Source: an optimization exercise on an open RTL-to-GDS flow (aim: a short achievable clock period). Production flows keep margins and buffers that such runs may drop.
Function was checked by simulation only, so behaviour that the tests miss may differ from the original.
No run shown here takes its clock network from TritonCTS; it comes from the design's own scripts or RTL.
The clock input has no modelled driver; a real chip could not lean on it and would need a root buffer or a full tree.
Power figures rest on the tool's default switching activity, not on a simulated workload.

[config.mk]
export PLATFORM = sky130hd
export DESIGN_NAME = mapic_acq
export DESIGN_NICKNAME = mapic_acq
export VERILOG_FILES = /design/flow/design.v
export SDC_FILE = /design/flow/constraint.sdc
export NUM_CORES = 4
export LEC_CHECK = 0
export CAP_MARGIN = 20
export CORE_MARGIN = 2
export CORE_UTILIZATION = 65
export SLEW_MARGIN = 20
export SYNTH_HIERARCHICAL = 1
export SYNTH_MINIMUM_KEEP_SIZE = 0
[constraint.sdc]
create_clock -name core_clock -period 18.0 [get_ports {clk}]
set_input_delay 3.6000 -clock core_clock [delete_from_list [all_inputs] [get_ports {clk}]]
set_output_delay 3.6000 -clock core_clock [all_outputs]
set_load 0.01 [all_outputs]
[design.v]
module mapic_acq (
    input  wire        clk,
    input  wire        rst,
    input  wire        us_tick,
    input  wire        cin_valid,
    input  wire [7:0]  cin_data,
    input  wire        cin_last,
    output wire        cin_ready,
    output wire        cout_valid,
    output wire [7:0]  cout_data,
    output wire        cout_last,
    input  wire        cout_ready,
    output wire        sout_valid,
    output wire [7:0]  sout_data,
    output wire        sout_last,
    input  wire [11:0] adc_data,
    input  wire        trig_in,
    input  wire        rate_in,
    output wire        bus_req,
    output wire [1:0]  bus_op,
    output wire [6:0]  bus_addr,
    output wire [7:0]  bus_wdata,
    input  wire        bus_ack,
    input  wire        bus_present,
    input  wire [7:0]  bus_rdata,
    output wire        pol_out,
    output wire        tp_out,
    output wire        clr_out,
    output wire        idle,
    output wire [2:0]  fault_code,
    output wire [7:0]  bus_err_cnt
);
    localparam [6:0]  GAIN_ADDR        = 7'h2D;
    localparam [6:0]  THR_ADDR         = 7'h2C;
    localparam [10:0] SETTLE_US        = 11'd2000;
    localparam [11:0] RATE_WINDOW_US   = 12'd3000;       
    localparam [1:0]  CLR_PULSE_US     = 2'd2;
    localparam [1:0]  STREAM_PERIOD_US = 2'd3;
    localparam [1:0] BUS_PROBE = 2'd0, BUS_READ = 2'd1, BUS_WRITE = 2'd2;
    localparam [2:0] F_NONE = 3'd0, F_OVERFLOW = 3'd6;
    localparam [1:0] TX_P2 = 2'd0;
    reg s_idle, s_decode, s_rxpay, s_paydone, s_drain, s_rdg, s_rdt, s_scan,
        s_write, s_settle, s_txwait, s_next, s_fill, s_send, s_burst, s_burstq,
        s_rate, s_rend, s_halt;
    reg         rdy;               
    reg         ad_str, ad_burst;  
    reg  [2:0]  pop;               
    reg  [2:0]  fault;
    reg  [7:0]  buserr;
    reg  [3:0]  rx_cnt;
    reg  [3:0]  rx_len;
    reg  [63:0] rx_buf;
    reg         drain_mid;
    reg         pol;
    reg         tpen;
    reg  [63:0] label;
    reg  [31:0] resp;
    reg  [1:0]  tx_kind;
    reg  [5:0]  tx_k;              
    reg         tx_busy;
    reg  [7:0]  cd;                
    reg         cl;                
    reg         breq;
    reg  [1:0]  bop;
    reg  [6:0]  baddr;
    reg  [7:0]  bwdata;
    reg  [7:0]  scan_r0, scan_r1;
    reg  [1:0]  scan_found;
    reg  [10:0] settle_cnt;
    reg  [31:0] tsec;
    reg  [19:0] tusec;
    reg  [31:0] srem;              
    reg         sfirst;            
    reg  [127:0] sh;               
    reg         fill_m2;
    reg  [1:0]  due_cnt;
    reg  [3:0]  sidx;
    reg         sl;                
    reg  [63:0] btarget;
    reg  [63:0] pcount;
    reg         reached;           
    reg         t_armed, t_insvc, t_pend, trig_q;
    reg  [1:0]  t_cnt;
    reg  [11:0] sb0, sb1, sb2, sb3;
    reg  [1:0]  dq;
    reg  [191:0] bb;               
    reg  [31:0] rval;              
    reg  [1:0]  rmod;              
    reg         r_inc;             
    reg  [11:0] win_cnt;
    reg         r_armed, r_insvc, r_pend, rate_q;
    reg  [1:0]  clr_cnt;
    reg         s_idle_b, s_send_b, tx_free, r_insvc_b;
    reg  [6:0]  baddr_b;
    reg  [7:0]  buserr_b;
    wire        s_idle_i  = !s_idle_b;
    wire        s_send_i  = !s_send_b;
    wire        tx_busy_i = !tx_free;
    wire        r_insvc_i = !r_insvc_b;
    wire [6:0]  baddr_i   = ~baddr_b;
    wire [7:0]  buserr_i  = ~buserr_b;
    wire [3:0]  e_rx_len_now;
    wire [7:0]  e_wr;
    wire e_idle0, e_dx_idle, e_dx_str, e_dx_burst, e_bus3, e_settle_go, e_rxpay0,
         e_drain0, e_drain_stay, e_rdg0, e_scan0, e_scan_last, e_scan_more, e_write0,
         e_txw0, e_send_end, e_str_single, e_str_pair, e_fill_due, e_fill_wait,
         e_send_more, e_burst_stay, e_burst_exit_r, e_burst_nf, e_burstq_stay,
         e_rate0, e_rate_z, e_rate_stay, e_halt0, e_settle_wait;
    wire e_ta_nq, e_ta_p, e_ta_nqf, e_ta_pf, e_ra_nq, e_ra_p;
    wire [2:0]  e_pop_n, e_fault_n;
    wire        e_pol_n, e_tp_n;
    wire [63:0] e_label_n, e_btarget_n;
    wire [31:0] e_srem_n;
    wire        e_sfirst_n, e_ad_str_n, e_ad_burst_n, e_dmid_clr;
    wire [7:0]  e_bwdata_n;
    wire        e_bus_ld;
    wire [1:0]  e_bop_ld;
    wire [6:0]  e_baddr_ld, e_baddr_dec;
    wire [7:0]  e_buserr_inc;
    wire        e_sf0, e_sf1;
    wire [1:0]  e_sf_inc;
    wire [7:0]  e_baddr8;
    wire [31:0] e_resp_n;
    wire [10:0] e_settle_dec;
    wire        e_start_early;
    wire [1:0]  e_kind_early;
    wire [7:0]  e_fbyte_early, e_nbyte;
    wire        e_klast;
    wire [5:0]  e_k_inc;
    wire        e_str_first, e_str_go;
    wire [31:0] e_tsec_inc;
    wire [19:0] e_tusec_inc;
    wire [1:0]  e_due_dec;
    wire        e_sl_n, e_fill_m2_n;
    wire [3:0]  e_sidx_n;
    wire [127:0] e_sh_n;
    wire        e_defer_go;
    wire [191:0] e_bb_n;
    wire        e_tx_defer;
    wire [63:0] e_pcount_n;
    wire        e_reached_n, e_bt_zero;
    wire        e_tcnt3, e_sb1_en, e_sb2_en, e_sb3_en;
    wire [1:0]  e_tcnt_inc;
    wire [11:0] e_win_dec;
    wire        e_win_go;
    wire [1:0]  e_clr_dec;
    wire        e_clr1;
    wire [31:0] e_rval_n;
    wire [1:0]  e_rmod_n;
    wire        e_rdy_i, e_cd_sel, e_klast_cur;
    wire [7:0]  e_cd_v0, e_cd_v1;
    wire [1:0]  e_tx_kind_n;
    mapic_acq_early u_early (
        .s_idle(s_idle_i), .s_decode(s_decode), .s_rxpay(s_rxpay), .s_paydone(s_paydone),
        .s_drain(s_drain), .s_rdg(s_rdg), .s_rdt(s_rdt), .s_scan(s_scan), .s_write(s_write),
        .s_settle(s_settle), .s_txwait(s_txwait), .s_next(s_next), .s_fill(s_fill),
        .s_send(s_send_i), .s_burst(s_burst), .s_burstq(s_burstq), .s_rate(s_rate),
        .s_rend(s_rend), .s_halt(s_halt),
        .ad_str(ad_str), .ad_burst(ad_burst), .pop(pop), .fault(fault),
        .buserr(buserr_i), .rx_cnt(rx_cnt), .rx_len(rx_len), .rx_buf(rx_buf),
        .drain_mid(drain_mid), .pol(pol), .tpen(tpen), .label(label), .resp(resp),
        .tx_kind(tx_kind), .tx_k(tx_k), .tx_busy(tx_busy_i), .baddr(baddr_i), .bwdata(bwdata),
        .scan_r0(scan_r0), .scan_found(scan_found), .settle_cnt(settle_cnt),
        .tsec(tsec), .tusec(tusec), .srem(srem), .sfirst(sfirst), .sh(sh),
        .fill_m2(fill_m2), .due_cnt(due_cnt), .sidx(sidx), .btarget(btarget),
        .pcount(pcount), .reached(reached), .t_armed(t_armed), .t_insvc(t_insvc),
        .t_pend(t_pend), .trig_q(trig_q), .t_cnt(t_cnt), .sb0(sb0), .sb1(sb1),
        .sb2(sb2), .sb3(sb3), .dq(dq), .bb(bb), .rval(rval), .rmod(rmod),
        .r_inc(r_inc), .win_cnt(win_cnt), .r_armed(r_armed), .r_insvc(r_insvc_i),
        .r_pend(r_pend), .rate_q(rate_q), .clr_cnt(clr_cnt),
        .e_rx_len_now(e_rx_len_now), .e_wr(e_wr),
        .e_idle0(e_idle0), .e_dx_idle(e_dx_idle), .e_dx_str(e_dx_str),
        .e_dx_burst(e_dx_burst), .e_bus3(e_bus3), .e_settle_go(e_settle_go),
        .e_settle_wait(e_settle_wait),
        .e_rxpay0(e_rxpay0), .e_drain0(e_drain0), .e_drain_stay(e_drain_stay),
        .e_rdg0(e_rdg0), .e_scan0(e_scan0), .e_scan_last(e_scan_last),
        .e_scan_more(e_scan_more), .e_write0(e_write0), .e_txw0(e_txw0),
        .e_send_end(e_send_end), .e_str_single(e_str_single), .e_str_pair(e_str_pair),
        .e_fill_due(e_fill_due), .e_fill_wait(e_fill_wait), .e_send_more(e_send_more),
        .e_burst_stay(e_burst_stay), .e_burst_exit_r(e_burst_exit_r),
        .e_burst_nf(e_burst_nf), .e_burstq_stay(e_burstq_stay), .e_rate0(e_rate0),
        .e_rate_z(e_rate_z), .e_rate_stay(e_rate_stay), .e_halt0(e_halt0),
        .e_ta_nq(e_ta_nq), .e_ta_p(e_ta_p), .e_ta_nqf(e_ta_nqf), .e_ta_pf(e_ta_pf),
        .e_ra_nq(e_ra_nq), .e_ra_p(e_ra_p),
        .e_pop_n(e_pop_n), .e_fault_n(e_fault_n), .e_pol_n(e_pol_n), .e_tp_n(e_tp_n),
        .e_label_n(e_label_n), .e_btarget_n(e_btarget_n), .e_srem_n(e_srem_n),
        .e_sfirst_n(e_sfirst_n), .e_ad_str_n(e_ad_str_n), .e_ad_burst_n(e_ad_burst_n),
        .e_dmid_clr(e_dmid_clr), .e_bwdata_n(e_bwdata_n),
        .e_bus_ld(e_bus_ld), .e_bop_ld(e_bop_ld), .e_baddr_ld(e_baddr_ld),
        .e_baddr_dec(e_baddr_dec), .e_buserr_inc(e_buserr_inc),
        .e_sf0(e_sf0), .e_sf1(e_sf1), .e_sf_inc(e_sf_inc), .e_baddr8(e_baddr8),
        .e_resp_n(e_resp_n), .e_settle_dec(e_settle_dec),
        .e_start_early(e_start_early), .e_kind_early(e_kind_early),
        .e_fbyte_early(e_fbyte_early), .e_nbyte(e_nbyte), .e_klast(e_klast),
        .e_k_inc(e_k_inc),
        .e_str_first(e_str_first), .e_str_go(e_str_go), .e_tsec_inc(e_tsec_inc),
        .e_tusec_inc(e_tusec_inc), .e_due_dec(e_due_dec), .e_sl_n(e_sl_n),
        .e_fill_m2_n(e_fill_m2_n), .e_sidx_n(e_sidx_n), .e_sh_n(e_sh_n),
        .e_defer_go(e_defer_go), .e_bb_n(e_bb_n), .e_tx_defer(e_tx_defer),
        .e_pcount_n(e_pcount_n), .e_reached_n(e_reached_n), .e_bt_zero(e_bt_zero),
        .e_tcnt3(e_tcnt3), .e_tcnt_inc(e_tcnt_inc),
        .e_sb1_en(e_sb1_en), .e_sb2_en(e_sb2_en), .e_sb3_en(e_sb3_en),
        .e_win_dec(e_win_dec), .e_win_go(e_win_go), .e_clr_dec(e_clr_dec),
        .e_clr1(e_clr1), .e_rval_n(e_rval_n), .e_rmod_n(e_rmod_n),
        .e_rdy_i(e_rdy_i), .e_cd_sel(e_cd_sel), .e_klast_cur(e_klast_cur),
        .e_cd_v0(e_cd_v0), .e_cd_v1(e_cd_v1), .e_tx_kind_n(e_tx_kind_n)
    );
    wire vl       = cin_valid && cin_last;
    wire t_entry  = (trig_in && e_ta_nq) || e_ta_p;
    wire t_ovf    = (trig_in && e_ta_nqf) || e_ta_pf;
    wire r_entry  = (rate_in && e_ra_nq) || e_ra_p;
    wire ack_ok   = bus_ack && bus_present;
    wire ack_miss = bus_ack && !bus_present;
    wire rdt_ok   = s_rdt && ack_ok;
    wire scan_end = e_scan_last && bus_ack;
    wire n_idle    = e_idle0 || (s_idle_i && !vl) || (e_dx_idle && !cin_valid)
                   || (e_bus3 && ack_miss) || (e_settle_go && us_tick);
    wire n_decode  = s_idle_i && vl;
    wire n_rxpay   = e_rxpay0 || (s_rxpay && !vl);
    wire n_paydone = s_rxpay && vl;
    wire n_drain   = e_drain0 || e_drain_stay || (s_drain && cin_valid);
    wire n_rdg     = e_rdg0 || (s_rdg && !bus_ack);
    wire n_rdt     = (s_rdg && ack_ok) || (s_rdt && !bus_ack);
    wire n_scan    = e_scan0 || e_scan_more || (s_scan && !bus_ack);
    wire n_write   = e_write0 || (s_write && !bus_ack);
    wire n_settle  = (s_write && ack_ok) || e_settle_wait || (s_settle && !us_tick);
    wire n_txwait  = e_txw0 || rdt_ok || scan_end;
    wire n_next    = (e_dx_str && !cin_valid) || e_send_end;
    wire n_fill    = e_str_pair || e_fill_wait || (s_fill && !us_tick);
    wire n_send    = e_str_single || (e_fill_due && us_tick) || e_send_more;
    wire n_burst   = (e_dx_burst && !cin_valid) || (e_burst_stay && !t_ovf)
                   || (e_burst_nf && t_entry);
    wire n_burstq  = (e_burst_exit_r && !t_entry) || e_burstq_stay;
    wire n_rate    = e_rate0 || e_rate_stay || (e_rate_z && r_entry);
    wire n_rend    = e_rate_z && !r_entry;
    wire n_halt    = e_halt0 || t_ovf;
    wire tx_start  = e_start_early || rdt_ok || scan_end;
    wire tx_busy_n = t_ovf ? 1'b0 : tx_start ? 1'b1 :
                     (tx_busy_i && cout_ready && e_klast_cur) ? 1'b0 : tx_busy_i;
    wire [6:0] baddr_n = e_bus_ld ? e_baddr_ld :
                         (s_rdg && ack_ok) ? THR_ADDR :
                         (e_scan_more && bus_ack) ? e_baddr_dec : baddr_i;
    wire [7:0] buserr_n = (e_bus3 && ack_miss) ? e_buserr_inc : buserr_i;
    wire r_insvc_n = r_entry ? 1'b1 : (r_insvc_i && us_tick && e_clr1) ? 1'b0 : r_insvc_i;
    wire [7:0] scan_b0 = (bus_present && e_sf0) ? e_baddr8 : scan_r0;
    wire [7:0] scan_b1 = (bus_present && e_sf1) ? e_baddr8 : scan_r1;
    wire [31:0] tsec_next  = e_str_first ? 32'd0 : (us_tick ? e_tsec_inc  : tsec);
    wire [19:0] tusec_next = e_str_first ? 20'd0 : (us_tick ? e_tusec_inc : tusec);
    wire dx_burst = e_dx_burst && !cin_valid;
    always @(posedge clk) begin
        if (rst) begin
            s_idle <= 1'b1; s_decode <= 1'b0; s_rxpay <= 1'b0; s_paydone <= 1'b0;
            s_drain <= 1'b0; s_rdg <= 1'b0; s_rdt <= 1'b0; s_scan <= 1'b0;
            s_write <= 1'b0; s_settle <= 1'b0; s_txwait <= 1'b0; s_next <= 1'b0;
            s_fill <= 1'b0; s_send <= 1'b0; s_burst <= 1'b0; s_burstq <= 1'b0;
            s_rate <= 1'b0; s_rend <= 1'b0; s_halt <= 1'b0;
            rdy         <= 1'b1;
            ad_str      <= 1'b0;
            ad_burst    <= 1'b0;
            pop         <= 3'd0;
            fault       <= F_NONE;
            buserr      <= 8'd0;
            rx_cnt      <= 4'd0;
            rx_len      <= 4'd0;
            rx_buf      <= 64'd0;
            drain_mid   <= 1'b0;
            pol         <= 1'b0;
            tpen        <= 1'b0;
            label       <= 64'd0;
            resp        <= 32'd0;
            tx_kind     <= TX_P2;
            tx_k        <= 6'd1;
            tx_busy     <= 1'b0;
            cd          <= 8'd0;
            cl          <= 1'b0;
            breq        <= 1'b0;
            bop         <= BUS_PROBE;
            baddr       <= 7'd0;
            bwdata      <= 8'd0;
            scan_r0     <= 8'd0;
            scan_r1     <= 8'd0;
            scan_found  <= 2'd0;
            settle_cnt  <= 11'd0;
            tsec        <= 32'd0;
            tusec       <= 20'd0;
            srem        <= 32'd0;
            sfirst      <= 1'b0;
            sh          <= 128'd0;
            fill_m2     <= 1'b0;
            due_cnt     <= 2'd0;
            sidx        <= 4'd0;
            sl          <= 1'b0;
            btarget     <= 64'd0;
            pcount      <= 64'd0;
            reached     <= 1'b0;
            t_armed     <= 1'b0;
            t_insvc     <= 1'b0;
            t_pend      <= 1'b0;
            trig_q      <= 1'b0;
            t_cnt       <= 2'd0;
            sb0         <= 12'd0;
            sb1         <= 12'd0;
            sb2         <= 12'd0;
            sb3         <= 12'd0;
            dq          <= 2'd0;
            bb          <= 192'd0;
            rval        <= 32'd0;
            rmod        <= 2'd0;
            r_inc       <= 1'b0;
            win_cnt     <= 12'd0;
            r_armed     <= 1'b0;
            r_insvc     <= 1'b0;
            r_pend      <= 1'b0;
            rate_q      <= 1'b0;
            clr_cnt     <= 2'd0;
            s_idle_b    <= 1'b0;
            s_send_b    <= 1'b1;
            tx_free     <= 1'b1;
            r_insvc_b   <= 1'b1;
            baddr_b     <= 7'h7F;
            buserr_b    <= 8'hFF;
        end else begin
            s_idle <= n_idle; s_decode <= n_decode; s_rxpay <= n_rxpay; s_paydone <= n_paydone;
            s_drain <= n_drain; s_rdg <= n_rdg; s_rdt <= n_rdt; s_scan <= n_scan;
            s_write <= n_write; s_settle <= n_settle; s_txwait <= n_txwait; s_next <= n_next;
            s_fill <= n_fill; s_send <= n_send; s_burst <= n_burst; s_burstq <= n_burstq;
            s_rate <= n_rate; s_rend <= n_rend; s_halt <= n_halt;
            rdy <= n_idle || n_rxpay || n_drain;
            s_idle_b <= !n_idle;
            s_send_b <= !n_send;
            trig_q <= trig_in;
            rate_q <= rate_in;
            if (e_wr[0]) rx_buf[ 7: 0] <= cin_data;
            if (e_wr[1]) rx_buf[15: 8] <= cin_data;
            if (e_wr[2]) rx_buf[23:16] <= cin_data;
            if (e_wr[3]) rx_buf[31:24] <= cin_data;
            if (e_wr[4]) rx_buf[39:32] <= cin_data;
            if (e_wr[5]) rx_buf[47:40] <= cin_data;
            if (e_wr[6]) rx_buf[55:48] <= cin_data;
            if (e_wr[7]) rx_buf[63:56] <= cin_data;
            if (e_rdy_i && cin_valid)
                rx_cnt <= cin_last ? 4'd0 : e_rx_len_now;
            if (e_rdy_i && vl)
                rx_len <= e_rx_len_now;
            if (s_drain && cin_valid)
                drain_mid <= !cin_last;
            else if (e_dmid_clr)
                drain_mid <= 1'b0;
            pop      <= e_pop_n;
            pol      <= e_pol_n;
            tpen     <= e_tp_n;
            fault    <= t_ovf ? F_OVERFLOW : e_fault_n;
            label    <= e_label_n;
            btarget  <= e_btarget_n;
            bwdata   <= e_bwdata_n;
            ad_str   <= e_ad_str_n;
            ad_burst <= e_ad_burst_n;
            if (e_bus_ld)
                bop <= e_bop_ld;
            else if (s_rdg && ack_ok)
                bop <= BUS_READ;
            baddr   <= baddr_n;
            baddr_b <= ~baddr_n;
            if (t_ovf)
                breq <= 1'b0;
            else if (e_bus_ld || (s_rdg && ack_ok) || (e_scan_more && bus_ack))
                breq <= 1'b1;
            else if (bus_ack)
                breq <= 1'b0;
            buserr   <= buserr_n;
            buserr_b <= ~buserr_n;
            if (e_scan0) begin
                scan_found <= 2'd0;
                scan_r0    <= 8'd0;
                scan_r1    <= 8'd0;
            end else if (s_scan && ack_ok) begin
                if (e_sf0) scan_r0 <= e_baddr8;
                if (e_sf1) scan_r1 <= e_baddr8;
                scan_found <= e_sf_inc;
            end
            if (s_rdg)
                resp[7:0] <= bus_rdata;
            else if (s_scan)
                resp[7:0] <= scan_b0;
            else
                resp[7:0] <= e_resp_n[7:0];
            if (s_rdt)
                resp[15:8] <= bus_rdata;
            else if (s_scan)
                resp[15:8] <= scan_b1;
            else
                resp[15:8] <= e_resp_n[15:8];
            resp[31:16] <= e_resp_n[31:16];
            if (s_write)
                settle_cnt <= SETTLE_US;
            else if (s_settle && us_tick)
                settle_cnt <= e_settle_dec;
            tx_busy <= tx_busy_n;
            tx_free <= !tx_busy_n;
            tx_kind <= e_tx_kind_n;
            if (e_cd_sel) begin
                tx_k <= 6'd1;
                cd   <= bus_present ? e_cd_v1 : e_cd_v0;
                cl   <= 1'b0;
            end else if (cout_ready) begin
                tx_k <= e_k_inc;
                cd   <= e_nbyte;
                cl   <= e_klast;
            end
            tsec  <= tsec_next;
            tusec <= tusec_next;
            if (e_str_go)
                sh[63:0] <= {tusec_next, adc_data, tsec_next};
            else
                sh[63:0] <= e_sh_n[63:0];
            if (e_fill_due && us_tick)
                sh[127:64] <= {e_tusec_inc, adc_data, e_tsec_inc};
            else
                sh[127:64] <= e_sh_n[127:64];
            if (e_str_go)
                due_cnt <= STREAM_PERIOD_US;
            else if (e_fill_wait && us_tick)
                due_cnt <= e_due_dec;
            fill_m2 <= e_fill_m2_n;
            sidx    <= e_sidx_n;
            sl      <= e_sl_n;
            srem    <= e_srem_n;
            sfirst  <= e_sfirst_n;
            if (t_entry) begin
                t_armed <= 1'b0;
                t_insvc <= !t_ovf;
                t_pend  <= 1'b0;
                t_cnt   <= 2'd1;
                sb0     <= adc_data;
            end else begin
                if (t_insvc) begin
                    if (trig_in && !trig_q)
                        t_pend <= 1'b1;
                    t_cnt <= e_tcnt_inc;
                    if (e_tcnt3) begin
                        t_insvc <= 1'b0;
                        t_armed <= 1'b1;
                    end
                end
                if (dx_burst)
                    t_armed <= 1'b1;
                if (e_burst_exit_r)
                    t_armed <= 1'b0;
            end
            if (e_sb1_en) sb1 <= adc_data;
            if (e_sb2_en) sb2 <= adc_data;
            if (e_sb3_en) sb3 <= adc_data;
            if (dx_burst)
                pcount <= 64'd0;
            else
                pcount <= e_pcount_n;
            if (dx_burst)
                reached <= e_bt_zero;
            else
                reached <= e_reached_n;
            bb <= e_bb_n;
            if (t_entry && !e_defer_go)
                dq <= dq + 2'd1;
            else if (!t_entry && e_defer_go)
                dq <= dq - 2'd1;
            r_inc <= r_entry;
            r_insvc   <= r_insvc_n;
            r_insvc_b <= !r_insvc_n;
            if (r_entry) begin
                r_armed <= 1'b0;
                r_pend  <= 1'b0;
                clr_cnt <= CLR_PULSE_US;
            end else begin
                if (r_insvc_i) begin
                    if (rate_in && !rate_q)
                        r_pend <= 1'b1;
                    if (us_tick) begin
                        clr_cnt <= e_clr_dec;
                        if (e_clr1)
                            r_armed <= 1'b1;
                    end
                end
                if (e_rate0)
                    r_armed <= 1'b1;
                if (e_rate_z)
                    r_armed <= 1'b0;
            end
            if (e_rate0)
                win_cnt <= RATE_WINDOW_US;
            else if (e_win_go && us_tick)
                win_cnt <= e_win_dec;
            rval <= e_rval_n;
            rmod <= e_rmod_n;
        end
    end
    assign cin_ready  = rdy;
    assign cout_valid = tx_busy;
    assign cout_data  = cd;
    assign cout_last  = cl;
    assign sout_valid = s_send;
    assign sout_data  = sh[7:0];
    assign sout_last  = sl;
    assign bus_req    = breq;
    assign bus_op     = bop;
    assign bus_addr   = baddr;
    assign bus_wdata  = bwdata;
    assign pol_out    = pol;
    assign tp_out     = tpen;
    assign clr_out    = r_insvc;
    assign idle       = s_idle;
    assign fault_code = fault;
    assign bus_err_cnt = buserr;
endmodule
module mapic_acq_early (
    input  wire s_idle, s_decode, s_rxpay, s_paydone, s_drain, s_rdg, s_rdt, s_scan,
                s_write, s_settle, s_txwait, s_next, s_fill, s_send, s_burst, s_burstq,
                s_rate, s_rend, s_halt,
    input  wire         ad_str, ad_burst,
    input  wire [2:0]   pop, fault,
    input  wire [7:0]   buserr,
    input  wire [3:0]   rx_cnt, rx_len,
    input  wire [63:0]  rx_buf,
    input  wire         drain_mid, pol, tpen,
    input  wire [63:0]  label,
    input  wire [31:0]  resp,
    input  wire [1:0]   tx_kind,
    input  wire [5:0]   tx_k,
    input  wire         tx_busy,
    input  wire [6:0]   baddr,
    input  wire [7:0]   bwdata,
    input  wire [7:0]   scan_r0,
    input  wire [1:0]   scan_found,
    input  wire [10:0]  settle_cnt,
    input  wire [31:0]  tsec,
    input  wire [19:0]  tusec,
    input  wire [31:0]  srem,
    input  wire         sfirst,
    input  wire [127:0] sh,
    input  wire         fill_m2,
    input  wire [1:0]   due_cnt,
    input  wire [3:0]   sidx,
    input  wire [63:0]  btarget, pcount,
    input  wire         reached, t_armed, t_insvc, t_pend, trig_q,
    input  wire [1:0]   t_cnt,
    input  wire [11:0]  sb0, sb1, sb2, sb3,
    input  wire [1:0]   dq,
    input  wire [191:0] bb,
    input  wire [31:0]  rval,
    input  wire [1:0]   rmod,
    input  wire         r_inc,
    input  wire [11:0]  win_cnt,
    input  wire         r_armed, r_insvc, r_pend, rate_q,
    input  wire [1:0]   clr_cnt,
    output wire [3:0]   e_rx_len_now,
    output wire [7:0]   e_wr,
    output wire e_idle0, e_dx_idle, e_dx_str, e_dx_burst, e_bus3, e_settle_go,
                e_settle_wait, e_rxpay0, e_drain0, e_drain_stay, e_rdg0, e_scan0,
                e_scan_last, e_scan_more, e_write0, e_txw0, e_send_end, e_str_single,
                e_str_pair, e_fill_due, e_fill_wait, e_send_more, e_burst_stay,
                e_burst_exit_r, e_burst_nf, e_burstq_stay, e_rate0, e_rate_z,
                e_rate_stay, e_halt0,
    output wire e_ta_nq, e_ta_p, e_ta_nqf, e_ta_pf, e_ra_nq, e_ra_p,
    output wire [2:0]   e_pop_n, e_fault_n,
    output wire         e_pol_n, e_tp_n,
    output wire [63:0]  e_label_n, e_btarget_n,
    output wire [31:0]  e_srem_n,
    output wire         e_sfirst_n, e_ad_str_n, e_ad_burst_n, e_dmid_clr,
    output wire [7:0]   e_bwdata_n,
    output wire         e_bus_ld,
    output wire [1:0]   e_bop_ld,
    output wire [6:0]   e_baddr_ld, e_baddr_dec,
    output wire [7:0]   e_buserr_inc,
    output wire         e_sf0, e_sf1,
    output wire [1:0]   e_sf_inc,
    output wire [7:0]   e_baddr8,
    output wire [31:0]  e_resp_n,
    output wire [10:0]  e_settle_dec,
    output wire         e_start_early,
    output wire [1:0]   e_kind_early,
    output wire [7:0]   e_fbyte_early, e_nbyte,
    output wire         e_klast,
    output wire [5:0]   e_k_inc,
    output wire         e_str_first, e_str_go,
    output wire [31:0]  e_tsec_inc,
    output wire [19:0]  e_tusec_inc,
    output wire [1:0]   e_due_dec,
    output wire         e_sl_n, e_fill_m2_n,
    output wire [3:0]   e_sidx_n,
    output wire [127:0] e_sh_n,
    output wire         e_defer_go,
    output wire [191:0] e_bb_n,
    output wire         e_tx_defer,
    output wire [63:0]  e_pcount_n,
    output wire         e_reached_n, e_bt_zero,
    output wire         e_tcnt3, e_sb1_en, e_sb2_en, e_sb3_en,
    output wire [1:0]   e_tcnt_inc,
    output wire [11:0]  e_win_dec,
    output wire         e_win_go,
    output wire [1:0]   e_clr_dec,
    output wire         e_clr1,
    output wire [31:0]  e_rval_n,
    output wire [1:0]   e_rmod_n,
    output wire         e_rdy_i, e_cd_sel, e_klast_cur,
    output wire [7:0]   e_cd_v0, e_cd_v1,
    output wire [1:0]   e_tx_kind_n
);
    localparam [6:0] GAIN_ADDR = 7'h2D;
    localparam [6:0] THR_ADDR  = 7'h2C;
    localparam [1:0] BUS_PROBE = 2'd0, BUS_READ = 2'd1, BUS_WRITE = 2'd2;
    localparam [2:0] F_UNKNOWN = 3'd1, F_SHORT = 3'd5;
    localparam [2:0] PO_WRG = 3'd0, PO_WRT = 3'd1, PO_STRM = 3'd2, PO_BURST = 3'd3, PO_LSET = 3'd4;
    localparam [1:0] TX_P2 = 2'd0, TX_P4 = 2'd1, TX_PL = 2'd2, TX_PB = 2'd3;
    assign e_rx_len_now = (rx_cnt == 4'd15) ? 4'd15 : rx_cnt + 4'd1;
    wire rdy = s_idle || s_rxpay || s_drain;
    assign e_rdy_i = rdy;
    genvar gi;
    generate
        for (gi = 0; gi < 8; gi = gi + 1) begin : g_wr
            assign e_wr[gi] = rdy && (rx_cnt == gi);
        end
    endgenerate
    wire [7:0] cat = rx_buf[7:0];
    wire [7:0] sub = rx_buf[15:8];
    wire d_potrd = (cat == 8'h00) && (sub == 8'h00);
    wire d_scan  = (cat == 8'h00) && (sub == 8'h02);
    wire d_wrg   = (cat == 8'h01) && (sub == 8'h00);
    wire d_wrt   = (cat == 8'h01) && (sub == 8'h01);
    wire d_strm  = (cat == 8'h02) && (sub == 8'h00);
    wire d_burst = (cat == 8'h02) && (sub == 8'h01);
    wire d_pollo = (cat == 8'h04) && (sub == 8'h00);
    wire d_polhi = (cat == 8'h04) && (sub == 8'h01);
    wire d_rate  = (cat == 8'h05) && (sub == 8'h01);
    wire d_tpoff = (cat == 8'h06) && (sub == 8'h00);
    wire d_tpon  = (cat == 8'h06) && (sub == 8'h01);
    wire d_lget  = (cat == 8'h07) && (sub == 8'h00);
    wire d_lset  = (cat == 8'h07) && (sub == 8'h01);
    wire d_pay   = d_wrg || d_wrt || d_strm || d_burst || d_lset;
    wire d_flag  = d_pollo || d_polhi || d_tpoff || d_tpon;
    wire d_bad   = !(d_potrd || d_scan || d_pay || d_flag || d_rate || d_lget);
    wire d_short = (rx_len < 4'd2);
    wire dec_ok  = s_decode && !d_short;
    reg [3:0] pay_need;
    always @(*) begin
        case (pop)
            PO_WRG, PO_WRT: pay_need = 4'd1;
            PO_STRM:        pay_need = 4'd4;
            default:        pay_need = 4'd8;
        endcase
    end
    wire p_short = (rx_len < pay_need);
    wire pay_ok  = s_paydone && !p_short;
    wire p_wr    = (pop == PO_WRG) || (pop == PO_WRT);
    wire p_strm  = (pop == PO_STRM);
    wire p_burst = (pop == PO_BURST);
    wire p_lset  = (pop == PO_LSET);
    assign e_pop_n = !s_decode ? pop :
                     d_wrg   ? PO_WRG :
                     d_wrt   ? PO_WRT :
                     d_strm  ? PO_STRM :
                     d_burst ? PO_BURST :
                     d_lset  ? PO_LSET : pop;
    assign e_pol_n = (dec_ok && d_pollo) ? 1'b0 : (dec_ok && d_polhi) ? 1'b1 : pol;
    assign e_tp_n  = (dec_ok && d_tpoff) ? 1'b0 : (dec_ok && d_tpon) ? 1'b1 : tpen;
    assign e_fault_n = (s_decode && d_short) ? F_SHORT :
                       (s_decode && d_bad)   ? F_UNKNOWN :
                       (s_paydone && p_short) ? F_SHORT : fault;
    assign e_label_n   = (pay_ok && p_lset) ? rx_buf : label;
    assign e_btarget_n = (pay_ok && p_burst) ? rx_buf : btarget;
    assign e_bwdata_n  = (pay_ok && p_wr) ? rx_buf[7:0] : bwdata;
    assign e_ad_str_n   = (pay_ok && p_strm) ? 1'b1 :
                          ((pay_ok && p_burst) || (s_burstq && bq_exit)) ? 1'b0 : ad_str;
    assign e_ad_burst_n = (pay_ok && p_burst) ? 1'b1 :
                          ((pay_ok && p_strm) || (s_burstq && bq_exit)) ? 1'b0 : ad_burst;
    assign e_dmid_clr = s_paydone || s_burstq;
    wire rem_z   = (srem == 32'd0);
    wire rem_1   = (srem == 32'd1);
    wire str_go  = s_next && !rem_z;
    wire dq_full = (dq == 2'd2);
    wire defer_go = (s_burst || s_burstq) && (dq != 2'd0) && !t_insvc && !tx_busy;
    wire defer_fl = defer_go && (pcount[1:0] == 2'd2);
    wire burst_exit_r = reached && !t_insvc && !defer_go && !tx_busy;
    wire bq_exit  = (dq == 2'd0) && !tx_busy;
    wire win_z    = (win_cnt == 12'd0);
    wire scan_last = (baddr == 7'h01);
    wire settle_1 = (settle_cnt == 11'd1);
    wire fill_due = (due_cnt == 2'd1);
    assign e_idle0      = (dec_ok && d_flag) || (pay_ok && p_lset) || (s_txwait && !tx_busy)
                        || (s_next && rem_z);
    assign e_dx_idle    = s_drain && !drain_mid && !ad_str && !ad_burst;
    assign e_dx_str     = s_drain && !drain_mid && ad_str;
    assign e_dx_burst   = s_drain && !drain_mid && ad_burst;
    assign e_bus3       = s_rdg || s_rdt || s_write;
    assign e_settle_go  = s_settle && settle_1;
    assign e_settle_wait = s_settle && !settle_1;
    assign e_rxpay0     = dec_ok && d_pay;
    assign e_drain0     = (pay_ok && (p_strm || p_burst)) || (s_burstq && bq_exit);
    assign e_drain_stay = s_drain && drain_mid;
    assign e_rdg0       = dec_ok && d_potrd;
    assign e_scan0      = dec_ok && d_scan;
    assign e_scan_last  = s_scan && scan_last;
    assign e_scan_more  = s_scan && !scan_last;
    assign e_write0     = pay_ok && p_wr;
    assign e_txw0       = (dec_ok && d_lget) || s_rend || (s_txwait && tx_busy);
    assign e_send_end   = s_send && (sidx == 4'd15);
    assign e_str_single = str_go && rem_1;
    assign e_str_pair   = str_go && !rem_1;
    assign e_fill_due   = s_fill && fill_due;
    assign e_fill_wait  = s_fill && !fill_due;
    assign e_send_more  = s_send && (sidx != 4'd15);
    assign e_burst_stay = s_burst && !burst_exit_r;
    assign e_burst_exit_r = s_burst && burst_exit_r;
    assign e_burst_nf   = s_burst && !dq_full;
    assign e_burstq_stay = s_burstq && !bq_exit;
    assign e_rate0      = dec_ok && d_rate;
    assign e_rate_z     = s_rate && win_z && !r_insvc;
    assign e_rate_stay  = s_rate && !(win_z && !r_insvc);
    assign e_halt0      = s_halt || (s_decode && (d_short || d_bad)) || (s_paydone && p_short);
    assign e_ta_nq  = t_armed && !trig_q;
    assign e_ta_p   = t_armed && t_pend;
    assign e_ta_nqf = t_armed && !trig_q && dq_full;
    assign e_ta_pf  = t_armed && t_pend && dq_full;
    assign e_ra_nq  = r_armed && !rate_q;
    assign e_ra_p   = r_armed && r_pend;
    assign e_bus_ld   = (dec_ok && (d_potrd || d_scan)) || (pay_ok && p_wr);
    assign e_bop_ld   = (dec_ok && d_potrd) ? BUS_READ : (dec_ok && d_scan) ? BUS_PROBE : BUS_WRITE;
    assign e_baddr_ld = (dec_ok && d_potrd) ? GAIN_ADDR : (dec_ok && d_scan) ? 7'h7F :
                        (pop == PO_WRG) ? GAIN_ADDR : THR_ADDR;
    assign e_baddr_dec  = baddr - 7'd1;
    assign e_buserr_inc = buserr + 8'd1;
    assign e_sf0    = (scan_found == 2'd0);
    assign e_sf1    = (scan_found == 2'd1);
    assign e_sf_inc = (scan_found != 2'd2) ? scan_found + 2'd1 : scan_found;
    assign e_baddr8 = {1'b0, baddr};
    assign e_resp_n = s_rend ? rval : resp;
    assign e_settle_dec = settle_cnt - 11'd1;
    assign e_start_early = (dec_ok && d_lget) || s_rend || defer_fl;
    assign e_kind_early  = (dec_ok && d_lget) ? TX_PL : s_rend ? TX_P4 : TX_PB;
    assign e_fbyte_early = (dec_ok && d_lget) ? label[7:0] : s_rend ? rval[7:0] : bb[7:0];
    assign e_tx_defer = defer_fl;
    reg [5:0] tx_len;
    always @(*) begin
        case (tx_kind)
            TX_P2:   tx_len = 6'd2;
            TX_P4:   tx_len = 6'd4;
            TX_PL:   tx_len = 6'd8;
            default: tx_len = 6'd32;
        endcase
    end
    wire klast_cur = (tx_k == tx_len);
    assign e_klast = (tx_k == tx_len - 6'd1);
    assign e_klast_cur = klast_cur;
    assign e_cd_sel = e_start_early || s_rdt || s_scan;
    assign e_cd_v0  = e_start_early ? e_fbyte_early : s_rdt ? resp[7:0] : scan_r0;
    assign e_cd_v1  = (s_scan && e_sf0) ? e_baddr8 : e_cd_v0;
    assign e_tx_kind_n = (s_rdt || s_scan) ? TX_P2 : e_start_early ? e_kind_early : tx_kind;
    assign e_k_inc = klast_cur ? 6'd1 : tx_k + 6'd1;
    wire [11:0] bbw [0:15];
    generate
        for (gi = 0; gi < 16; gi = gi + 1) begin : g_bbw
            assign bbw[gi] = bb[gi*12 +: 12];
        end
    endgenerate
    wire [11:0] pb_word = bbw[tx_k[4:1]];
    reg  [7:0] nbyte;
    always @(*) begin
        case (tx_kind)
            TX_P2, TX_P4: begin
                case (tx_k[1:0])
                    2'd0: nbyte = resp[7:0];
                    2'd1: nbyte = resp[15:8];
                    2'd2: nbyte = resp[23:16];
                    default: nbyte = resp[31:24];
                endcase
            end
            TX_PL: begin
                case (tx_k[2:0])
                    3'd0: nbyte = label[7:0];
                    3'd1: nbyte = label[15:8];
                    3'd2: nbyte = label[23:16];
                    3'd3: nbyte = label[31:24];
                    3'd4: nbyte = label[39:32];
                    3'd5: nbyte = label[47:40];
                    3'd6: nbyte = label[55:48];
                    default: nbyte = label[63:56];
                endcase
            end
            default: nbyte = tx_k[0] ? {4'd0, pb_word[11:8]} : pb_word[7:0];
        endcase
    end
    assign e_nbyte = nbyte;
    wire us_wrap = (tusec == 20'd999999);
    assign e_str_go     = str_go;
    assign e_str_first  = str_go && sfirst;
    assign e_tsec_inc   = us_wrap ? tsec + 32'd1 : tsec;
    assign e_tusec_inc  = us_wrap ? 20'd0 : tusec + 20'd1;
    assign e_due_dec    = due_cnt - 2'd1;
    assign e_fill_m2_n  = str_go ? !rem_1 : fill_m2;
    assign e_sidx_n     = str_go ? 4'd0 : s_send ? sidx + 4'd1 : sidx;
    assign e_sl_n       = s_send && (sidx == 4'd14);
    assign e_sh_n[63:0]   = s_send ? sh[71:8] : sh[63:0];
    assign e_sh_n[127:64] = str_go ? 64'd0 : s_send ? {8'd0, sh[127:72]} : sh[127:64];
    assign e_srem_n   = (pay_ok && p_strm) ? rx_buf[31:0] :
                        (s_send && sidx == 4'd15) ? srem - (fill_m2 ? 32'd2 : 32'd1) : srem;
    assign e_sfirst_n = (pay_ok && p_strm) ? 1'b1 : (s_send && sidx == 4'd15) ? 1'b0 : sfirst;
    assign e_defer_go = defer_go;
    assign e_bb_n[  0 +: 48] = (defer_go && pcount[1:0] == 2'd0) ? {sb3, sb2, sb1, sb0} : bb[  0 +: 48];
    assign e_bb_n[ 48 +: 48] = (defer_go && pcount[1:0] == 2'd1) ? {sb3, sb2, sb1, sb0} : bb[ 48 +: 48];
    assign e_bb_n[ 96 +: 48] = (defer_go && pcount[1:0] == 2'd2) ? {sb3, sb2, sb1, sb0} : bb[ 96 +: 48];
    assign e_bb_n[144 +: 48] = (defer_go && pcount[1:0] == 2'd3) ? {sb3, sb2, sb1, sb0} : bb[144 +: 48];
    assign e_pcount_n  = (t_insvc && t_cnt == 2'd1) ? pcount + 64'd1 : pcount;
    assign e_reached_n = (pcount >= btarget);
    assign e_bt_zero   = (btarget == 64'd0);
    assign e_tcnt3     = (t_cnt == 2'd3);
    assign e_tcnt_inc  = t_cnt + 2'd1;
    assign e_sb1_en    = t_insvc && (t_cnt == 2'd1);
    assign e_sb2_en    = t_insvc && (t_cnt == 2'd2);
    assign e_sb3_en    = t_insvc && (t_cnt != 2'd1) && (t_cnt != 2'd2);
    wire r_wrap = (rmod == 2'd0) && (rval == 32'h55555555);
    assign e_win_dec = win_cnt - 12'd1;
    assign e_win_go  = s_rate && !win_z;
    assign e_clr_dec = clr_cnt - 2'd1;
    assign e_clr1    = (clr_cnt == 2'd1);
    assign e_rval_n = (dec_ok && d_rate) ? 32'd0 :
                      !r_inc ? rval :
                      r_wrap ? 32'd0 :
                      (rmod == 2'd1) ? rval + 32'd1 : rval;
    assign e_rmod_n = (dec_ok && d_rate) ? 2'd0 :
                      !r_inc ? rmod :
                      r_wrap ? 2'd0 :
                      (rmod == 2'd2) ? 2'd0 : rmod + 2'd1;
endmodule
[flow/run.sh]
#!/bin/bash
set -euo pipefail
W=$(pwd)
R=$W/orfs/results/sky130hd/mapic_acq/base
export SETUP_SLACK_MARGIN=$(cat "$W/flow/margin")
export PRE_REPAIR_TIMING_POST_PLACE_TCL=$W/flow/post_place.tcl
export MYCTS_LEAVES=64
export MYCTS_ROOTS=4
export MYCTS_LEAFBUF=sky130_fd_sc_hd__clkbuf_16
export MYCTS_ROOTBUF=sky130_fd_sc_hd__buf_16
export MYCTS_PULL_OUT=1
bash "$W/standard.sh" synth > "$W/flow_synth.log" 2>&1
bash "$W/standard.sh" place > "$W/flow_place.log" 2>&1
bash "$W/standard.sh" run RUN_SCRIPT="$W/flow/mycts.tcl" RUN_LOG_NAME_STEM=4_1_mycts > "$W/flow_cts.log" 2>&1
test -s "$R/4_1_cts.odb" && test -s "$R/4_cts.sdc"
cp "$R/4_1_cts.odb" "$R/4_cts.odb"
touch "$R/4_cts.sdc"
bash "$W/standard.sh" > "$W/flow_finish.log" 2>&1
[flow/margin]
13.8
[flow/mycts.tcl]
# Clock tree for this design, in place of TritonCTS: two buffer levels.
# The clock port drives MYCTS_ROOTS root buffers; each drives the leaf
# buffers of its region; each leaf drives the flip-flops of one cluster.
# Clusters come from k-means on the placed flip-flops, so every flip-flop
# sees the same two buffer stages and a short leaf net.
source $::env(SCRIPTS_DIR)/load.tcl
erase_non_stage_variables cts
load_design 3_place.odb 3_place.sdc

set nleaf $::env(MYCTS_LEAVES)
set nroot $::env(MYCTS_ROOTS)
set leafbuf $::env(MYCTS_LEAFBUF)
set rootbuf $::env(MYCTS_ROOTBUF)

set db [ord::get_db]
set block [ord::get_db_block]
set clknet [[$block findBTerm clk] getNet]

proc kmeans {xs ys k iters} {
  set n [llength $xs]
  set xmin [tcl::mathfunc::min {*}$xs]; set xmax [tcl::mathfunc::max {*}$xs]
  set ymin [tcl::mathfunc::min {*}$ys]; set ymax [tcl::mathfunc::max {*}$ys]
  # grid start: cols x rows close to the region's shape
  set best 1
  for {set c 1} {$c <= $k} {incr c} {
    if {$k % $c == 0} {
      set r [expr {$k / $c}]
      set ar [expr {double($xmax - $xmin + 1) / ($ymax - $ymin + 1)}]
      if {abs(double($c)/$r - $ar) < abs(double($best)/($k/$best) - $ar)} { set best $c }
    }
  }
  set cols $best; set rows [expr {$k / $cols}]
  set cx {}; set cy {}
  for {set j 0} {$j < $rows} {incr j} {
    for {set i 0} {$i < $cols} {incr i} {
      lappend cx [expr {$xmin + ($i + 0.5) * ($xmax - $xmin) / $cols}]
      lappend cy [expr {$ymin + ($j + 0.5) * ($ymax - $ymin) / $rows}]
    }
  }
  set asg [lrepeat $n 0]
  for {set it 0} {$it < $iters} {incr it} {
    for {set p 0} {$p < $n} {incr p} {
      set x [lindex $xs $p]; set y [lindex $ys $p]
      set bd 1e30; set bc 0
      for {set c 0} {$c < $k} {incr c} {
        set d [expr {abs($x - [lindex $cx $c]) + abs($y - [lindex $cy $c])}]
        if {$d < $bd} { set bd $d; set bc $c }
      }
      lset asg $p $bc
    }
    set sx [lrepeat $k 0.0]; set sy [lrepeat $k 0.0]; set sn [lrepeat $k 0]
    for {set p 0} {$p < $n} {incr p} {
      set c [lindex $asg $p]
      lset sx $c [expr {[lindex $sx $c] + [lindex $xs $p]}]
      lset sy $c [expr {[lindex $sy $c] + [lindex $ys $p]}]
      lset sn $c [expr {[lindex $sn $c] + 1}]
    }
    for {set c 0} {$c < $k} {incr c} {
      if {[lindex $sn $c] > 0} {
        lset cx $c [expr {[lindex $sx $c] / [lindex $sn $c]}]
        lset cy $c [expr {[lindex $sy $c] / [lindex $sn $c]}]
      }
    }
  }
  return [list $asg $cx $cy]
}

# Final assignment with a size cap: closest (point, centre) pairs first.
proc cap_assign {xs ys cx cy cap} {
  set n [llength $xs]
  set k [llength $cx]
  set pairs {}
  for {set p 0} {$p < $n} {incr p} {
    set x [lindex $xs $p]; set y [lindex $ys $p]
    for {set c 0} {$c < $k} {incr c} {
      lappend pairs [list [expr {abs($x - [lindex $cx $c]) + abs($y - [lindex $cy $c])}] $p $c]
    }
  }
  set pairs [lsort -real -index 0 $pairs]
  set asg [lrepeat $n -1]
  set cnt [lrepeat $k 0]
  set left $n
  foreach pr $pairs {
    lassign $pr d p c
    if {[lindex $asg $p] >= 0 || [lindex $cnt $c] >= $cap} continue
    lset asg $p $c
    lset cnt $c [expr {[lindex $cnt $c] + 1}]
    incr left -1
    if {$left == 0} break
  }
  # centres of the capped clusters
  set sx [lrepeat $k 0.0]; set sy [lrepeat $k 0.0]
  for {set p 0} {$p < $n} {incr p} {
    set c [lindex $asg $p]
    lset sx $c [expr {[lindex $sx $c] + [lindex $xs $p]}]
    lset sy $c [expr {[lindex $sy $c] + [lindex $ys $p]}]
  }
  set ncx {}; set ncy {}
  for {set c 0} {$c < $k} {incr c} {
    set m [lindex $cnt $c]
    if {$m > 0} {
      lappend ncx [expr {[lindex $sx $c] / $m}]; lappend ncy [expr {[lindex $sy $c] / $m}]
    } else {
      lappend ncx [lindex $cx $c]; lappend ncy [lindex $cy $c]
    }
  }
  return [list $asg $ncx $ncy]
}

# Flip-flops that drive an output port's buffer sit next to that buffer,
# so the flip-flop's output net is short.
if {[info exists ::env(MYCTS_PULL_OUT)] && $::env(MYCTS_PULL_OUT)} {
  set moved 0
  foreach bt [$block getBTerms] {
    if {[$bt getIoType] ne "OUTPUT"} continue
    set onet [$bt getNet]
    set drv [$onet getFirstOutput]
    if {$drv eq "NULL" || $drv eq ""} continue
    set buf [$drv getInst]
    set ain [$buf findITerm A]
    if {$ain eq "NULL" || $ain eq ""} continue
    set qnet [$ain getNet]
    set qdrv [$qnet getFirstOutput]
    if {$qdrv eq "NULL" || $qdrv eq ""} continue
    set ff [$qdrv getInst]
    if {![string match "*dfxtp*" [[$ff getMaster] getName]]} continue
    set bb [$buf getBBox]
    $ff setLocation [$bb xMin] [$bb yMin]
    incr moved
  }
  puts "mycts: moved $moved output flip-flops next to their output buffers"
  detailed_placement
}

# the flip-flop clock pins on the clock port's net
set sinks {}
set xs {}
set ys {}
foreach it [$clknet getITerms] {
  if {[$it getIoType] eq "INPUT"} {
    set bb [[$it getInst] getBBox]
    lappend sinks $it
    lappend xs [expr {([$bb xMin] + [$bb xMax]) / 2.0}]
    lappend ys [expr {([$bb yMin] + [$bb yMax]) / 2.0}]
  }
}
puts "mycts: [llength $sinks] sinks, $nleaf leaves, $nroot roots"

lassign [kmeans $xs $ys $nleaf 40] asg lx ly
set cap [expr {int(ceil(1.08 * [llength $sinks] / $nleaf))}]
lassign [cap_assign $xs $ys $lx $ly $cap] asg lx ly
lassign [kmeans $lx $ly $nroot 40] rasg rx ry
lassign [cap_assign $lx $ly $rx $ry [expr {int(ceil(double($nleaf) / $nroot))}]] rasg rx ry

set lmaster [$db findMaster $leafbuf]
set rmaster [$db findMaster $rootbuf]
set rnets {}
for {set r 0} {$r < $nroot} {incr r} {
  set inst [odb::dbInst_create $block $rmaster "mycts_root_$r"]
  $inst setLocation [expr {int([lindex $rx $r])}] [expr {int([lindex $ry $r])}]
  $inst setPlacementStatus PLACED
  set net [odb::dbNet_create $block "mycts_rnet_$r"]
  $net setSigType CLOCK
  [$inst findITerm A] connect $clknet
  [$inst findITerm X] connect $net
  lappend rnets $net
}
set lnets {}
for {set l 0} {$l < $nleaf} {incr l} {
  set inst [odb::dbInst_create $block $lmaster "mycts_leaf_$l"]
  $inst setLocation [expr {int([lindex $lx $l])}] [expr {int([lindex $ly $l])}]
  $inst setPlacementStatus PLACED
  set net [odb::dbNet_create $block "mycts_lnet_$l"]
  $net setSigType CLOCK
  [$inst findITerm A] connect [lindex $rnets [lindex $rasg $l]]
  [$inst findITerm X] connect $net
  lappend lnets $net
}
set sizes [lrepeat $nleaf 0]
for {set p 0} {$p < [llength $sinks]} {incr p} {
  set it [lindex $sinks $p]
  set l [lindex $asg $p]
  $it disconnect
  $it connect [lindex $lnets $l]
  lset sizes $l [expr {[lindex $sizes $l] + 1}]
}
$clknet setSigType CLOCK
puts "mycts: leaf sizes $sizes"
puts "mycts: root of each leaf $rasg"
global_connect

set_propagated_clock [all_clocks]
set_dont_use $::env(DONT_USE_CELLS)

set_placement_padding -global \
  -left $::env(CELL_PAD_IN_SITES_DETAIL_PLACEMENT) \
  -right $::env(CELL_PAD_IN_SITES_DETAIL_PLACEMENT)
detailed_placement
estimate_parasitics -placement
report_clock_skew
report_worst_slack -max

repair_timing_helper
detailed_placement
check_placement -verbose
estimate_parasitics -placement
report_clock_skew
report_worst_slack -max
report_worst_slack -min
report_checks -path_delay max -format full_clock_expanded
set m 0
foreach pin [all_registers -clock_pins -edge_triggered] {
  foreach e {rise fall} { set v [get_property $pin slew_max_$e]; if {$v > $m} { set m $v } }
}
puts "mycts: max flip-flop clock pin slew $m"

write_db $::env(RESULTS_DIR)/4_1_cts.odb
write_sdc -no_timestamp $::env(RESULTS_DIR)/4_cts.sdc
[flow/post_place.tcl]
# Before the post-placement repair: repair setup with the margin the flow asks for.
estimate_parasitics -placement
repair_timing -setup -setup_margin $::env(SETUP_SLACK_MARGIN) -repair_tns 100 -verbose
[standard.sh]
#!/bin/bash
# synth_recipe.tcl (not shown) runs the flow's synth.tcl, then flattens the netlist and writes it again
# the make line also repeats each setting of config.mk as NAME=value (left out here)
make -C /OpenROAD-flow-scripts/flow DESIGN_CONFIG=/design/flow/config.mk WORK_HOME=/design/flow/orfs CLKGATE_MAP_FILE= SYNTH_SCRIPT=/design/flow/synth_recipe.tcl "${@:-finish}"
==> impl_metrics.csv, run 1 <==
group,metric,value,unit
drt,ant_nets,0,
placed_design,port-buffer-count,91,
sta,max_freq,0.220,GHz
setup_path,crit_type,"register to output port",
sta,finClkSkew,0.0354,ns
placed_design,place.gp.congestion,0.894,
setup_path,crit_path_end_kind,"output port",
cells_and_area,drive_above_1_share,0.190,
grt,grt_start_max_net_pins,111,
grt,grt_pass1_vias,35500,
drt,vias_per_cell,6.19,
setup_path,crit_slowest_cell,"dfxtp_4",
cells_and_area,design_area,53400,um^2
setup_path,cp_top_family,"flip-flops",
setup_path,slowest_delay,0.35,ns
grt,grt_use_met2,0.560,
synth,synthesis.area,47300,um^2
setup_path,cp_num_buf_inv,1,
drt,dr.pass1.iters,7,
grt,grt.met1_usage,0.517,
sta,post-route-period-util,0.252,
setup_path,start_kind,"register",
drt,drt_iter0_drc,3987,
grt,grt-busiest-layer,"met2",
cells_and_area,fin_nets,5435,
sta,rsz0062_at_grt,"yes",
floorplanning,io_pins,92,
pwr,vdd_drop_max,97.0,uV
setup_path,arrival,0.94,ns
grt,met3_usage,0.0426,
drt,drc_errors,0,
sta,setup_viol,0,
job,drv_cap,0,
drt,wl_per_cell,23.0,um
run_status,outcome,"timing/DRC/antenna clean",
grt,grt_pass1_wl,212,mm
sta,relSlewSlack,0.202,
placed_design,hpwl,84.2,mm
drt,wl,143,mm
pwr,leakage,20.7,nW
cells_and_area,syn_to_final_growth,12.9,%
grt,antenna_found_initial,4,
pwr,finalPower,3.70,mW
setup_path,worst_ep_required_time,14.40,ns
sta,finalHoldViolCount,0,
cells_and_area,n_antenna_cell,0,
sta,fin_setup_tns,0,ns
grt,gr-total-overflow,0,
sta,drv_slew,0,
placed_design,post_dp_cell_area,48300,um^2
pwr,power_density,69.4,nW/um^2
synth,syn_area_per_cell,8.88,um^2
grt,grt_usage,0.359,
drt,vias,38600,
floorplanning,fp.dieW,274,um
floorplanning,start_util,0.659,
setup_path,cp_max_fo,2,
synth,yosysWarnings,8,
sta,fin_crit,4.54,ns
sta,tightest_slew,1.20,ns
floorplanning,coreArea,71700,um^2
floorplanning,die_h,274,um
floorplanning,rows,98,
floorplanning,die_area,74900,um^2
synth,syn_inst,5324,
clock_tree,clk_pin_slew,0.09,ns
setup_path,path_cells,"buf_6",
clock_tree,clock_latency,0.47,ns
worst_hold_path,hold_path.class,"register to register",
[state kept, by name, indices dropped and copies added (netlist names), 12 cells and up]
register and flops:
bb 192, sh 128, btarget 64, label 64, pcount 64, rx_buf 64, resp 32, rval 32
srem 32, tsec 32, tusec 20, sb0 12, sb1 12, sb2 12, sb3 12, win_cnt 12
[layer usage]
layer	vias to the layer above	part of all wire
met5	-	0.00015
met4	4	0.040
met3	316	0.081
met2	1541	0.44
met1	18700	0.44
li1	18100	-
[worst paths after layout]
check,slack [ns],from,depth (start not counted),endpoint
worst max-delay path,13.46,cd[3]$_SDFFE_PP0P_,1,cout_data[3]
worst min-delay path,0.47,s_idle_b$_SDFF_PP0_,1,s_decode$_SDFF_PP0_
worst min register to register,0.47,s_idle_b$_SDFF_PP0_,1,s_decode$_SDFF_PP0_
worst max register to register,13.86,tx_k[0]$_SDFFE_PP1P_,9,cd[4]$_SDFFE_PP0P_
[cells in the final DEF (no fill, tap or decap), drive strengths merged, types with 64 or more instances in the layout]
cell      n
a211oi   64
a21oi   190
and2    164
buf     206
clkbuf   85
dfxtp   941
ha      102
inv     170
mux2    336
mux2i   291
nand2   584
nand2b   67
nand3    95
nand4    64
nor2    484
nor2b   462
o21ai   168
xnor2   144
xor2     68
[area by class of cell]
class,instances,area [um^2]
tap,950,1190
multi-input combinational,3847,27200
fill,5338,18400
inverter,172,664
buffer,68,1710
sequential,941,18900
timing repair buffer,264,3720
[where the power goes]
part           switching, mW  internal [mW]  leakage (nW)
combinational          0.142         0.0857          12.3
clock                  0.708          0.669         0.839
sequential            0.0130           2.09          7.61
total                  0.863           2.84          20.7
[through the flow]
stage | std cells | utilization | setup slack [ns] | hold WS, ns
floorplan | 5326 | - | 13.22 | 0.420
global placement | 6026 | 0.674 | 11.64 | 0.441
detailed placement | 6026 | 0.674 | 11.60 | 0.449
global route | 6242 | 0.744 | 13.45 | 0.484
finish | 6242 | 0.744 | 13.46 | 0.472
==> run 2, diff against run 1 <==
--- a/design.v
+++ b/design.v
@@ -148,6 +148,7 @@
     wire [31:0] e_rval_n;
     wire [1:0]  e_rmod_n;
     wire        e_rdy_i, e_cd_sel, e_klast_cur;
+    wire [1:0]  e_dq_t, e_dq_nt;
     wire [7:0]  e_cd_v0, e_cd_v1;
     wire [1:0]  e_tx_kind_n;
     mapic_acq_early u_early (
@@ -203,7 +204,8 @@
         .e_win_dec(e_win_dec), .e_win_go(e_win_go), .e_clr_dec(e_clr_dec),
         .e_clr1(e_clr1), .e_rval_n(e_rval_n), .e_rmod_n(e_rmod_n),
         .e_rdy_i(e_rdy_i), .e_cd_sel(e_cd_sel), .e_klast_cur(e_klast_cur),
-        .e_cd_v0(e_cd_v0), .e_cd_v1(e_cd_v1), .e_tx_kind_n(e_tx_kind_n)
+        .e_cd_v0(e_cd_v0), .e_cd_v1(e_cd_v1), .e_tx_kind_n(e_tx_kind_n),
+        .e_dq_t(e_dq_t), .e_dq_nt(e_dq_nt)
     );
     wire vl       = cin_valid && cin_last;
     wire t_entry  = (trig_in && e_ta_nq) || e_ta_p;
@@ -459,10 +461,7 @@
             else
                 reached <= e_reached_n;
             bb <= e_bb_n;
-            if (t_entry && !e_defer_go)
-                dq <= dq + 2'd1;
-            else if (!t_entry && e_defer_go)
-                dq <= dq - 2'd1;
+            dq <= t_entry ? e_dq_t : e_dq_nt;
             r_inc <= r_entry;
             r_insvc   <= r_insvc_n;
             r_insvc_b <= !r_insvc_n;
@@ -602,7 +601,8 @@
     output wire [1:0]   e_rmod_n,
     output wire         e_rdy_i, e_cd_sel, e_klast_cur,
     output wire [7:0]   e_cd_v0, e_cd_v1,
-    output wire [1:0]   e_tx_kind_n
+    output wire [1:0]   e_tx_kind_n,
+    output wire [1:0]   e_dq_t, e_dq_nt
 );
     localparam [6:0] GAIN_ADDR = 7'h2D;
     localparam [6:0] THR_ADDR  = 7'h2C;
@@ -803,6 +803,8 @@
                         (s_send && sidx == 4'd15) ? srem - (fill_m2 ? 32'd2 : 32'd1) : srem;
     assign e_sfirst_n = (pay_ok && p_strm) ? 1'b1 : (s_send && sidx == 4'd15) ? 1'b0 : sfirst;
     assign e_defer_go = defer_go;
+    assign e_dq_t  = defer_go ? dq : dq + 2'd1;
+    assign e_dq_nt = defer_go ? dq - 2'd1 : dq;
     assign e_bb_n[  0 +: 48] = (defer_go && pcount[1:0] == 2'd0) ? {sb3, sb2, sb1, sb0} : bb[  0 +: 48];
     assign e_bb_n[ 48 +: 48] = (defer_go && pcount[1:0] == 2'd1) ? {sb3, sb2, sb1, sb0} : bb[ 48 +: 48];
     assign e_bb_n[ 96 +: 48] = (defer_go && pcount[1:0] == 2'd2) ? {sb3, sb2, sb1, sb0} : bb[ 96 +: 48];
==> run 2 against run 1 <==
Core utilization shrank 2.0 points. Clock skew is 0.00090 ns higher. Combinational power decreased by 14%. Cell count about the same. Global-route usage shrank 0.14 points. Worst hold slack barely moved. Sequential power about the same. Synthesized cell count is 1.1% higher.
==> impl_metrics.csv, run 2 <==
group,metric,value,unit
synth,syn_inst,5381,
sta,finClkSkew,0.0363,ns
setup_path,crit_type,"register to output port",
sta,post-route-period-util,0.251,
setup_path,crit_slowest_cell,"dfxtp_2",
drt,wl_met3,9.42,mm
synth,synthesis.area,47100,um^2
sta,finalHoldViolCount,0,
floorplanning,fp.dieW,273,um
grt,grt_usage,0.358,
cells_and_area,layout.cells.most_common_list,"dfxtp_1, nand2_1, nor2_1",
grt,grt_pass1_vias,35900,
run_status,outcome,"timing/DRC/antenna clean",
sta,drv_slew,0,
setup_path,start_kind,"register",
setup_path,cp_max_fo,1,
cells_and_area,reg_top3,"bb: 192 flops, sh: 128 flops",
setup_path,crit_path_end_kind,"output port",
pwr,vdd_drop_max,83.8,uV
floorplanning,start_util,0.658,
worst_hold_path,hold_start,"scan_r1[2]$_SDFFE_PP0P_",
cells_and_area,regMostFlops,"bb",
drt,drc_errors,0,
sta,setup_viol,0,
cells_and_area,fin_nets,5431,
cells_and_area,nFillCells,5653,
pwr,power_density,70.9,nW/um^2
setup_path,path_cells,"buf_6",
drt,vias_per_cell,6.11,
pwr,intPower,2.82,mW
clock_tree,clk_pin_slew,0.07,ns
drt,dr.pass1.iters,7,
pwr,power_switching,0.856,mW
pwr,switching_share,0.233,
cells_and_area,drive_above_1_share,0.158,
setup_path,cp_top_family,"flip-flops",
setup_path,slowest_delay,0.34,ns
grt,gr-total-overflow,0,
drt,wl_met1,59.5,mm
pwr,p_comb_frac,0.053,
sta,fin_setup_tns,0,ns
clock_tree,clock_latency,0.46,ns
cells_and_area,utilization,0.724,
sta,tightest_slew,1.11,ns
floorplanning,io_pins,92,
setup_path,crit_path_start,"s_idle$_SDFF_PP1_",
sta,max_freq,0.221,GHz
floorplanning,die_area,74700,um^2
grt,grt_pass1_wl,212,mm
drt,wl_per_cell,22.2,um
placed_design,hpwl,84.4,mm
grt,grt_start_max_net_pins,125,
pwr,leakage,20.6,nW
placed_design,port-buffer-count,91,
setup_path,cp_num_buf_inv,1,
sta,relSlewSlack,0.261,
floorplanning,coreArea,71600,um^2
setup_path,r2r_start,"tx_k[2]$_SDFFE_PP0P_",
drt,drt_iter0_drc,3269,
cells_and_area,final_common_cell,"dfxtp_1",
synth,syn_area_per_cell,8.76,um^2
cells_and_area,largest_reg_flops,192,
pwr,clkPwrFrac,0.375,
synth,yosysWarnings,8,
drt,routed.top_layer,"met5",
job,drv_cap,0,
cells_and_area,multi_input_area,26700,um^2
cells_and_area,syn_to_final_growth,10.0,%
cells_and_area,layout.area.seq,18900,um^2
worst_hold_path,hold_path.class,"register to register",
pwr,pwr-share-seq,0.571,
drt,vias,38100,
grt,antenna_found_initial,9,
drt,ant_nets,0,
drt,wl_met2,64.2,mm
setup_path,worst_ep_required_time,14.40,ns
placed_design,place.gp.congestion,0.908,
sta,fin_crit,4.52,ns
setup_path,arrival,0.92,ns
floorplanning,die_h,273,um
drt,wl,138,mm
floorplanning,rows,98,
sta,rsz0062_at_grt,"yes",
-- run 2: path summary, 6_finish.rpt --
| check | endpoint | cells past startpoint | slack (ns) |
|---|---|---|---|
| worst min register to register | scan_r1[2]$_SDFFE_PP0P_ | 2 | 0.47 |
| worst max-delay path | idle | 1 | 13.48 |
| worst min-delay path | scan_r1[2]$_SDFFE_PP0P_ | 2 | 0.47 |
| worst max register to register | cd[2]$_SDFFE_PP0P_ | 8 | 13.77 |
-- run 2: metal layers --
layer	GRT usage	up-vias
met5	0	-
met4	0.115	4
met3	0.0346	279
met2	0.595	1343
met1	0.490	18400
li1	-	18100
-- run 2: power groups by stage --
stage | combinational (mW) | sequential (mW) | clock (mW)
after floorplan | 0.114 | 2.14 | 0
after global placement | 0.157 | 2.15 | 0
after detailed placement | 0.156 | 2.15 | 0
after global routing | 0.203 | 2.10 | 1.46
final | 0.196 | 2.10 | 1.38
-- run 2: layout make-up --
cell class | instances | share of cell area
multi-input combinational | 3896 | 0.515
sequential | 941 | 0.365
timing repair buffer | 214 | 0.0512
buffer | 68 | 0.0330
tap | 950 | 0.0229
inverter | 168 | 0.0124
antenna | 2 | 0.0000966
-- run 2: per-stage QoR --
stage	power [mW]	setup WS, ns	std cells	cell area (um^2)	hold slack (ns)
after global routing	3.76	13.46	6239	51800	0.497
after detailed placement	2.30	11.95	6076	48300	0.455
final	3.67	13.48	6239	51800	0.472
after global placement	2.30	11.97	6076	48300	0.451
after floorplan	2.25	13.54	5383	48100	0.420

[port drivers added, routing unchanged]
The results above use ideal ports. As a check the final layouts listed here were re-extracted and re-timed, cells and wires unchanged.
Step 1 (the two cells are an assumption about what drives the block):
set clk [get_ports {clk}]
set_driving_cell -lib_cell sky130_fd_sc_hd__clkbuf_16 $clk
set_driving_cell -lib_cell sky130_fd_sc_hd__buf_2 [delete_from_list [all_inputs] $clk]
Step 2 times the ports against the registers' clock, not the clock port: input delays grow and output delays shrink by t, the midpoint of the rising clock arrivals with the driver on.
Three values: ideal ports, drivers, drivers and shift; two values: the first two.
run	t (ns)	setup slack, ns	worst setup path after step 2	pins driven straight from the clock port
run 1	0.615	13.463 / 13.296 / 13.013	input to register	4
run 2	0.601	13.477 / 13.318 / 13.062	input to register	4
After both steps every run listed still meets setup and hold. For run 1, which loses most, drivers alone change the setup slack by -0.167 ns; drivers and shift together by -0.450 ns.
